This is an optimization exercise on Yosys and OpenROAD, whose aim is small area and few clock cycles, not a production implementation.
At most, simulation tests tie the RTL to the original design; equivalence was not proved.
Power is estimated from default activity; no workload was simulated.

lane 1:
// djtag_core
module djtag_core (
    input  wire         clk,
    input  wire         rst,
    input  wire         rx_valid,
    input  wire [6:0]   rx_len,
    input  wire [511:0] rx_data,
    output wire         rx_take,
    output wire         tx_valid,
    output wire [6:0]   tx_len,
    output wire [511:0] tx_data,
    input  wire         tx_ready,
    output reg          tck_o,
    output reg          tdi_o,
    output reg          tms_o,
    input  wire         tdo_i,
    output reg          trst_oe,
    output reg          srst_oe
);
    localparam [2:0] S_B0   = 3'd0,    
                     S_B1   = 3'd1,    
                     S_B2   = 3'd2,    
                     S_XF   = 3'd3,    
                     S_JT   = 3'd4,    
                     S_INFO = 3'd6,    
                     S_END  = 3'd7;    
    localparam [2:0] C_FREQ = 3'd2, C_XFER = 3'd3, C_SETSIG = 3'd4,
                     C_CLK = 3'd6, C_VOLT = 3'd7;
    reg [2:0]   st;
    reg [6:0]   rp;            
    reg [6:0]   oc;            
    reg         txv;
    reg [511:0] resp;
    reg [15:0]  kz;            
    reg         slow;          
    reg         last_tdo;
    reg         scr;           
    reg [2:0]   cmd;           
    reg         fa;            
    reg         fb;            
    reg [16:0]  acc;           
    reg         hh;            
  ...
Size: ~600 flip-flops, about 25000 um2 of cells after synthesis.
export LEC_CHECK = 0
export CAP_MARGIN = 20
export CORE_MARGIN = 2
export CORE_UTILIZATION = 20
export CTS_CLUSTER_DIAMETER = 100
export CTS_CLUSTER_SIZE = 20
export GPL_TIMING_DRIVEN = 0
export SLEW_MARGIN = 20
export SYNTH_HIERARCHICAL = 1
create_clock -name core_clock -period 10.0 [get_ports {clk}]
standard.sh (not shown) runs the stock make flow with config.mk's settings and CLKGATE_MAP_FILE= SYNTH_SCRIPT=/design/flow/synth_recipe.tcl, a recipe that flattens the netlist after the stock synthesis.
==> flow/flow/run.sh <==
#!/bin/bash
# The standard layout, with the smallest buffer (buf_1) on every port
# instead of the one buffer_ports picks by default, the buffers that
# synthesis inserted removed at floorplan (repair_design re-buffers the nets
# that need it once the cells are placed), and rx_data and tx_data each kept
# to one corner of the die.
set -uo pipefail
bash standard.sh "BUFFER_PORTS_ARGS=-buffer_cell sky130_fd_sc_hd__buf_1" \
    REMOVE_ABC_BUFFERS=1 \
    "PRE_IO_PLACEMENT_TCL=$PWD/flow/pins.tcl" finish > standard.log 2>&1
==> flow/flow/pins.tcl <==
# rx_data on the left and bottom edges, tx_data on the right and top edges:
# the packet read port gathers at the bottom left, the response buffer at
# the top right.  The other ports go where the placer puts them.
foreach {bus edge0 edge1} {rx_data left bottom tx_data right top} {
  set lo {}
  set hi {}
  for {set i 0} {$i < 256} {incr i} {
    lappend lo "${bus}\[$i\]"
    lappend hi "${bus}\[[expr {$i + 256}]\]"
  }
  set_io_pin_constraint -pin_names $lo -region ${edge0}:*
  set_io_pin_constraint -pin_names $hi -region ${edge1}:*
}
Testbench counts of lane 1, summed over its fixed seeds: cycles 2,784,847.
--- input diff lane 1..lane 2 ---
diff --git a/flow/design.v b/flow/design.v
--- a/flow/design.v
+++ b/flow/design.v
@@ -28,25 +28,25 @@
     reg [2:0]   st;
     reg [6:0]   rp;            
     reg [6:0]   oc;            
     reg         txv;
     reg [511:0] resp;
     reg [15:0]  kz;            
     reg         slow;          
     reg         last_tdo;
     reg         scr;           
     reg [2:0]   cmd;           
     reg         fa;            
     reg         fb;            
-    reg [16:0]  acc;           
+    reg [15:0]  acc;           
     reg         hh;            
     reg [8:0]   r;             
     reg [2:0]   bp;            
     reg [7:1]   cap;           
     genvar g;
     wire [6:0]  rp1, oc1;
     wire [8:0]  rm1;
     wire [2:0]  bp1;
     wire [7:0]  c_rp, c_oc;
     wire [9:0]  b_r;
     wire [3:0]  c_bp;
     assign c_rp[0] = 1'b1;
@@ -109,38 +109,38 @@
     wire       oc_gt54 = oc[6] | (oc[5] & oc[4] & (oc[3] | (oc[2] & oc[1] & oc[0])));
     wire       oc_full = oc[6];
     wire [15:0] inc = kz;
     wire [16:0] sum;
     wire [16:0] c_a;
     assign c_a[0] = 1'b0;
     generate
         for (g = 0; g < 16; g = g + 1) begin : g_acc
             assign sum[g]   = acc[g] ^ inc[g] ^ c_a[g];
             assign c_a[g+1] = (acc[g] & inc[g]) | (acc[g] & c_a[g]) | (inc[g] & c_a[g]);
         end
     endgenerate
-    assign sum[16] = c_a[16];        
+    assign sum[16] = c_a[16];
     localparam [16:0] LIM = 17'd31250;
     wire [17:0] gt;
     assign gt[0] = 1'b0;
     generate
         for (g = 0; g < 17; g = g + 1) begin : g_lim
             if (LIM[g]) begin : g_one
-                assign gt[g+1] = acc[g] & gt[g];
+                assign gt[g+1] = sum[g] & gt[g];
             end else begin : g_zero
-                assign gt[g+1] = acc[g] | gt[g];
+                assign gt[g+1] = sum[g] | gt[g];
             end
         end
     endgenerate
-    wire       stretch = slow ? acc[16] : gt[17];
+    wire       stretch = slow ? sum[16] : gt[17];
     wire       t_hit   = stretch & hh;
     wire       last    = (cmd == C_SETSIG) || (r == 9'd1);
     wire [15:0] den    = {r[7:0], pb};
     wire        pulse = r[0] & pb[0];
     reg [7:0] info_b;
     always @(*) begin
         case (r[3:0])
             4'd9: info_b = 8'h44;
             4'd8: info_b = 8'h4A;
             4'd7: info_b = 8'h54;
             4'd6: info_b = 8'h41;
             4'd5: info_b = 8'h47;
@@ -192,25 +192,25 @@
     generate
         for (g = 0; g < 64; g = g + 1) begin : g_resp
             always @(posedge clk) begin
                 if (wen[g])
                     resp[8*g +: 8] <= wd;
             end
         end
     endgenerate
     wire tload = (st == S_XF) ||
                  (st == S_B2 && !at_end &&
                   ((cmd == C_SETSIG && pulse) || (cmd == C_CLK && pb != 8'd0)));
     always @(posedge clk) begin
-        acc <= (tload || stretch) ? {inc, 1'b0} : sum;
+        acc <= (tload || stretch) ? inc : sum[15:0];
         hh  <= !tload && (hh ^ stretch);
     end
     task apply_setsig;
         begin
             if (r[1]) scr     <= pb[1];
             if (r[3]) tms_o   <= pb[3];
             if (r[4]) trst_oe <= ~pb[4];
             if (r[5]) srst_oe <= ~pb[5];
         end
     endtask
     always @(posedge clk) begin
         if (rst) begin
Findings:
Every stage of the flow completed for lane 2, and the final layout passed the timing, design-rule and antenna checks. Lane 2 vs lane 1 on sequential fraction of the synthesis area: lane 2 is the higher one. There was hardly any difference in area of the core between lane 2 and lane 1. Lane 2 vs. lane 1: count of fill cells added during filler insertion lower; sequential share of layout area has remained practically unchanged. On number of non-clock buffers, lane 1 and lane 2 are neck and neck. Compared lane 2 against lane 1; count of placed standard cells including taps within noise. Per the comparison of lane 2 with lane 1, total setup buffers inserted after CTS held; routed wire length rose by about 2%. Relative to lane 1, combinational share of power has gone down in lane 2. Comparing lane 1 and lane 2, the lower number of non-clock inverters in the layout is on lane 1. DRC violation count after routing came out exactly the same in lane 1 and lane 2.
No functional check of the RTL was part of lane 2.

## what the ideal ports hide
The results above use ideal ports. As a check the final layouts listed here were re-extracted and re-timed, cells and wires unchanged.
Step 1 (the two cells are an assumption about what drives the block):
set clk [get_ports {clk}]
set_driving_cell -lib_cell sky130_fd_sc_hd__clkbuf_16 $clk
set_driving_cell -lib_cell sky130_fd_sc_hd__buf_2 [delete_from_list [all_inputs] $clk]
Step 2, shift: input delay + t, output delay - t, t = (earliest + latest rising clock arrival at the registers) / 2. This alone moves slack from input paths to output paths.
Three values: ideal, step 1, step 2; two values: the first two.
run | shift t [ns] | slack for setup (ns) | pins driven straight from the clock port
lane 1 | 0.651 | 1.971 / 1.971 / 1.642 | 1
lane 2 | 0.630 | 0.280 / 0.280 / 0.280 | 1
After both steps setup and hold are still met in every run listed. For lane 1, which loses most, drivers alone change the setup slack by 0.000 ns; drivers and shift together by -0.329 ns.
